Context: an optimization exercise on an open-source flow, tuned for small area. The choices shown serve that exercise and are no tape-out recipe. Where RTL was checked, it was by simulation tests only, not by an equivalence proof against the original. Power and IR drop assume default switching activity.

Design qed_top, start of the top module:
module qed_top (
    input  wire        clk,
    input  wire        rst,           
    input  wire        tick,          
    input  wire        enc_a,
    input  wire        enc_b,
    input  wire        btn,           
    input  wire        host_en,       
    input  wire        host_we,       
    input  wire [7:0]  host_addr,
    input  wire [15:0] host_wdata,
    output wire [15:0] host_rdata,    
    output wire        irq
);
    wire rd = host_en && !host_we;
    wire wr = host_en &&  host_we;
    wire in_blk = (host_addr[7:2] == 6'b000100);
    wire a_data   = in_blk && (host_addr[1:0] == 2'd0);
    wire a_status = in_blk && (host_addr[1:0] == 2'd1);
    wire a_ctrl   = in_blk && (host_addr[1:0] == 2'd2);
    wire a_state  = in_blk && (host_addr[1:0] == 2'd3);
    wire [2:0] fsm;
    wire [1:0] enc_last;
    wire       ev_cw, ev_ccw;
    wire       btn_level;
    wire       ev_btn;
    qed_rotary u_rot (
        .clk(clk), .rst(rst), .step(tick), .sample({enc_a, enc_b}),
        .fsm(fsm), .last(enc_last), .ev_cw(ev_cw), .ev_ccw(ev_ccw)
    );
    qed_button #(.DEBOUNCE_TICKS(20)) u_btn (
        .clk(clk), .rst(rst), .step(tick), .btn(btn),
        .level(btn_level), .accept(ev_btn)
    );
    reg irq_en;
    always @(posedge clk) begin
        if (rst)
            irq_en <= 1'b0;
        else if (wr && a_ctrl)
            irq_en <= host_wdata[0];
    end
    wire [2:0] head;
    wire [4:0] count;
    wire       ovf;
    qed_fifo u_fifo (
        .clk(clk), .rst(rst),
        .flush(wr && a_ctrl && host_wdata[1]),
  ...
Size in the first run: ~340 cells after synthesis, about 58 flip-flops, about 49 I/O pins.
==> module qed_button, before the edit <==
module qed_button #(
    parameter integer DEBOUNCE_TICKS = 20
) (
    input  wire clk,
    input  wire rst,
    input  wire step,           
    input  wire btn,            
    output reg  level,          
    output wire accept          
);
    reg [4:0] wait_cnt;
    wire ready = (wait_cnt == 5'd0);
    assign accept = step && (btn != level) && ready;
    always @(posedge clk) begin
        if (rst) begin
            wait_cnt <= 5'd0;
            level    <= 1'b1;
        end else if (step) begin
            if (accept) begin
                level    <= btn;
                wait_cnt <= DEBOUNCE_TICKS - 1;
            end else if (!ready) begin
                wait_cnt <= wait_cnt - 5'd1;
            end
        end
    end
endmodule
==> module qed_fifo, before the edit <==
module qed_fifo (
    input  wire         clk,
    input  wire         rst,
    input  wire         flush,
    input  wire         pop,
    input  wire         push0,      
    input  wire         kind0,      
    input  wire         push1,      
    input  wire         kind1,      
    input  wire         ovf_clr,
    output wire [2:0]   head,       
    output reg  [4:0]   count,
    output reg          ovf
);
    reg [1:0] mem [0:15];
    wire       nonempty = (count != 5'd0);
    wire [1:0] hd = mem[0];
    assign head = nonempty ? {hd[1] & hd[0], hd[1] ^ hd[0], ~hd[0]} : 3'd0;
    wire       do_pop = pop && nonempty && !flush;
    wire [4:0] cnt_h  = flush ? 5'd0 : (count - {4'd0, do_pop});
    wire       ok0   = push0 && !cnt_h[4];
    wire [4:0] cnt_0 = cnt_h + {4'd0, ok0};
    wire       ok1   = push1 && !cnt_0[4];
    wire       drop  = (push0 && !ok0) || (push1 && !ok1);
    wire [3:0] wr0   = cnt_h[3:0];
    wire       fv    = ok0 || ok1;
    wire [1:0] fdata = push0 ? {1'b0, kind0} : {1'b1, kind1};
    wire       sv    = ok0 && ok1;
    wire [1:0] sdata = {1'b1, kind1};
    wire       we_e   = wr0[0] ? sv : fv;
    wire [1:0] wd_e   = wr0[0] ? sdata : fdata;
    wire [2:0] wa_e   = wr0[3:1] + {2'd0, wr0[0]};
    wire       we_o   = wr0[0] ? fv : sv;
    wire [1:0] wd_o   = wr0[0] ? fdata : sdata;
    wire [2:0] wa_o   = wr0[3:1];
    integer i;
    always @(posedge clk) begin
        for (i = 0; i < 16; i = i + 1) begin
            if ((i % 2 == 0) ? (we_e && wa_e == i / 2) : (we_o && wa_o == i / 2))
                mem[i] <= (i % 2 == 0) ? wd_e : wd_o;
            else if (do_pop && i < 15)
                mem[i] <= mem[i + 1];
        end
    end
    always @(posedge clk) begin
        if (rst) begin
            count  <= 5'd0;
            ovf    <= 1'b0;
        end else begin
            count  <= cnt_0 + {4'd0, ok1};
            if (drop)
                ovf <= 1'b1;
            else if (ovf_clr)
                ovf <= 1'b0;
        end
    end
endmodule
==> module qed_top, before the edit <==
module qed_top (
    input  wire        clk,
    input  wire        rst,           
    input  wire        tick,          
    input  wire        enc_a,
    input  wire        enc_b,
    input  wire        btn,           
    input  wire        host_en,       
    input  wire        host_we,       
    input  wire [7:0]  host_addr,
    input  wire [15:0] host_wdata,
    output wire [15:0] host_rdata,    
    output wire        irq
);
    wire rd = host_en && !host_we;
    wire wr = host_en &&  host_we;
    wire in_blk = (host_addr[7:2] == 6'b000100);
    wire a_data   = in_blk && (host_addr[1:0] == 2'd0);
    wire a_status = in_blk && (host_addr[1:0] == 2'd1);
    wire a_ctrl   = in_blk && (host_addr[1:0] == 2'd2);
    wire a_state  = in_blk && (host_addr[1:0] == 2'd3);
    wire [2:0] fsm;
    wire [1:0] enc_last;
    wire       ev_cw, ev_ccw;
    wire       btn_level;
    wire       ev_btn;
    qed_rotary u_rot (
        .clk(clk), .rst(rst), .step(tick), .sample({enc_a, enc_b}),
        .fsm(fsm), .last(enc_last), .ev_cw(ev_cw), .ev_ccw(ev_ccw)
    );
    qed_button #(.DEBOUNCE_TICKS(20)) u_btn (
        .clk(clk), .rst(rst), .step(tick), .btn(btn),
        .level(btn_level), .accept(ev_btn)
    );
    reg irq_en;
    always @(posedge clk) begin
        if (rst)
            irq_en <= 1'b0;
        else if (wr && a_ctrl)
            irq_en <= host_wdata[0];
    end
    wire [2:0] head;
    wire [4:0] count;
    wire       ovf;
    qed_fifo u_fifo (
        .clk(clk), .rst(rst),
        .flush(wr && a_ctrl && host_wdata[1]),
        .pop(rd && a_data),
        .push0(ev_cw || ev_ccw), .kind0(ev_ccw),
        .push1(ev_btn), .kind1(btn),
        .ovf_clr(wr && a_status && host_wdata[15]),
        .head(head), .count(count), .ovf(ovf)
    );
    assign irq = irq_en && (count != 5'd0);
    reg [7:0] rdata_next;
    always @(*) begin
        rdata_next = 8'd0;
        if (a_data)   rdata_next = {5'd0, head};
        if (a_status) rdata_next = {ovf, 2'd0, count};
        if (a_ctrl)   rdata_next = {7'd0, irq_en};
        if (a_state)  rdata_next = {1'b0, enc_last, btn_level, 1'b0, fsm};
    end
    reg [7:0] rdata_q;                
    always @(posedge clk)
        rdata_q <= rdata_next;
    assign host_rdata = {rdata_q[7], 8'd0, rdata_q[6:0]};
endmodule
Settings: LEC_CHECK=0, CAP_MARGIN=20, CORE_MARGIN=2, CORE_UTILIZATION=40, CTS_BUF_LIST=sky130_fd_sc_hd__clkbuf_4, SLEW_MARGIN=20; clock period 6.0 ns.
run.sh (not shown) runs the stock make flow with config.mk's settings and CLKGATE_MAP_FILE= SYNTH_SCRIPT=/design/flow/synth_recipe.tcl, a recipe that flattens the netlist after the stock synthesis.
The first run completed with no timing, DRC or antenna violations.
Next try:
--- a/flow/design.v
+++ b/flow/design.v
@@ -78,9 +78,7 @@
         end
     end
 endmodule
-module qed_button #(
-    parameter integer DEBOUNCE_TICKS = 20
-) (
+module qed_button (
     input  wire clk,
     input  wire rst,
     input  wire step,           
@@ -88,19 +86,20 @@
     output reg  level,          
     output wire accept          
 );
-    reg [4:0] wait_cnt;
-    wire ready = (wait_cnt == 5'd0);
+    reg [4:0] wait_q;
+    wire ready = (wait_q == 5'd0);
     assign accept = step && (btn != level) && ready;
+    wire [4:0] wait_next = {wait_q[3:0], ~(wait_q[4] ^ wait_q[2])};
     always @(posedge clk) begin
         if (rst) begin
-            wait_cnt <= 5'd0;
-            level    <= 1'b1;
+            wait_q <= 5'd0;
+            level  <= 1'b1;
         end else if (step) begin
             if (accept) begin
-                level    <= btn;
-                wait_cnt <= DEBOUNCE_TICKS - 1;
+                level  <= btn;
+                wait_q <= 5'b00101;
             end else if (!ready) begin
-                wait_cnt <= wait_cnt - 5'd1;
+                wait_q <= wait_next;
             end
         end
     end
@@ -119,7 +118,7 @@
     output reg  [4:0]   count,
     output reg          ovf
 );
-    reg [1:0] mem [0:15];
+    reg [1:0] mem [0:15];           
     wire       nonempty = (count != 5'd0);
     wire [1:0] hd = mem[0];
     assign head = nonempty ? {hd[1] & hd[0], hd[1] ^ hd[0], ~hd[0]} : 3'd0;
@@ -138,7 +137,7 @@
     wire [1:0] wd_e   = wr0[0] ? sdata : fdata;
     wire [2:0] wa_e   = wr0[3:1] + {2'd0, wr0[0]};
     wire       we_o   = wr0[0] ? fv : sv;
-    wire [1:0] wd_o   = wr0[0] ? fdata : sdata;
+    wire [1:0] wd_o   = ~(wr0[0] ? fdata : sdata);
     wire [2:0] wa_o   = wr0[3:1];
     integer i;
     always @(posedge clk) begin
@@ -146,7 +145,7 @@
             if ((i % 2 == 0) ? (we_e && wa_e == i / 2) : (we_o && wa_o == i / 2))
                 mem[i] <= (i % 2 == 0) ? wd_e : wd_o;
             else if (do_pop && i < 15)
-                mem[i] <= mem[i + 1];
+                mem[i] <= ~mem[i + 1];
         end
     end
     always @(posedge clk) begin
@@ -192,7 +191,7 @@
         .clk(clk), .rst(rst), .step(tick), .sample({enc_a, enc_b}),
         .fsm(fsm), .last(enc_last), .ev_cw(ev_cw), .ev_ccw(ev_ccw)
     );
-    qed_button #(.DEBOUNCE_TICKS(20)) u_btn (
+    qed_button u_btn (
         .clk(clk), .rst(rst), .step(tick), .btn(btn),
         .level(btn_level), .accept(ev_btn)
     );
What happened:
- The changed run went through all stages and came out clean
- clock-buffer cell count falls by 2
- non-clock buffer count rises by 16
- worst setup slack is worse by 0.13 ns
- total power falls slightly
- sequential share of layout area falls by 0.55 points
- clock skew falls by 0.014 ns
- final cell count falls slightly
- design area rises slightly
- worst hold slack is worse by 0.0067 ns
- register-to-register slack is worse by 0.05 ns
Only the layout flow was run in the first run of this note; the RTL was not checked for function there.

afterwards: timing with drivers on the ports:
In the flow no input, the clock included, has a driving cell. The finished layouts below were timed again as built, in two steps.
Step 1 (the two cells are an assumption about what drives the block):
set clk [get_ports {clk}]
set_driving_cell -lib_cell sky130_fd_sc_hd__clkbuf_16 $clk
set_driving_cell -lib_cell sky130_fd_sc_hd__buf_2 [delete_from_list [all_inputs] $clk]
Step 2 adds t to the input delays and takes it off the output delays; t is the mean of the earliest and latest rising clock arrival at the registers after step 1. Input paths then give back, and output paths get back, about the clock's delay inside the block.
Three values: no drivers, after step 1, after step 2; two values: the first two.
run	t, ns	slack for setup (ns)	worst slew at a driven data input, ns
the first run	0.416	0.566 / 0.576 / 0.159	0.03
the second run	0.436	0.436 / 0.442 / 0.005	0.04
After both steps setup and hold are still met in every run listed. The setup slack of the second run, which loses most, moves by +0.006 ns with the drivers and by -0.431 ns with both steps.
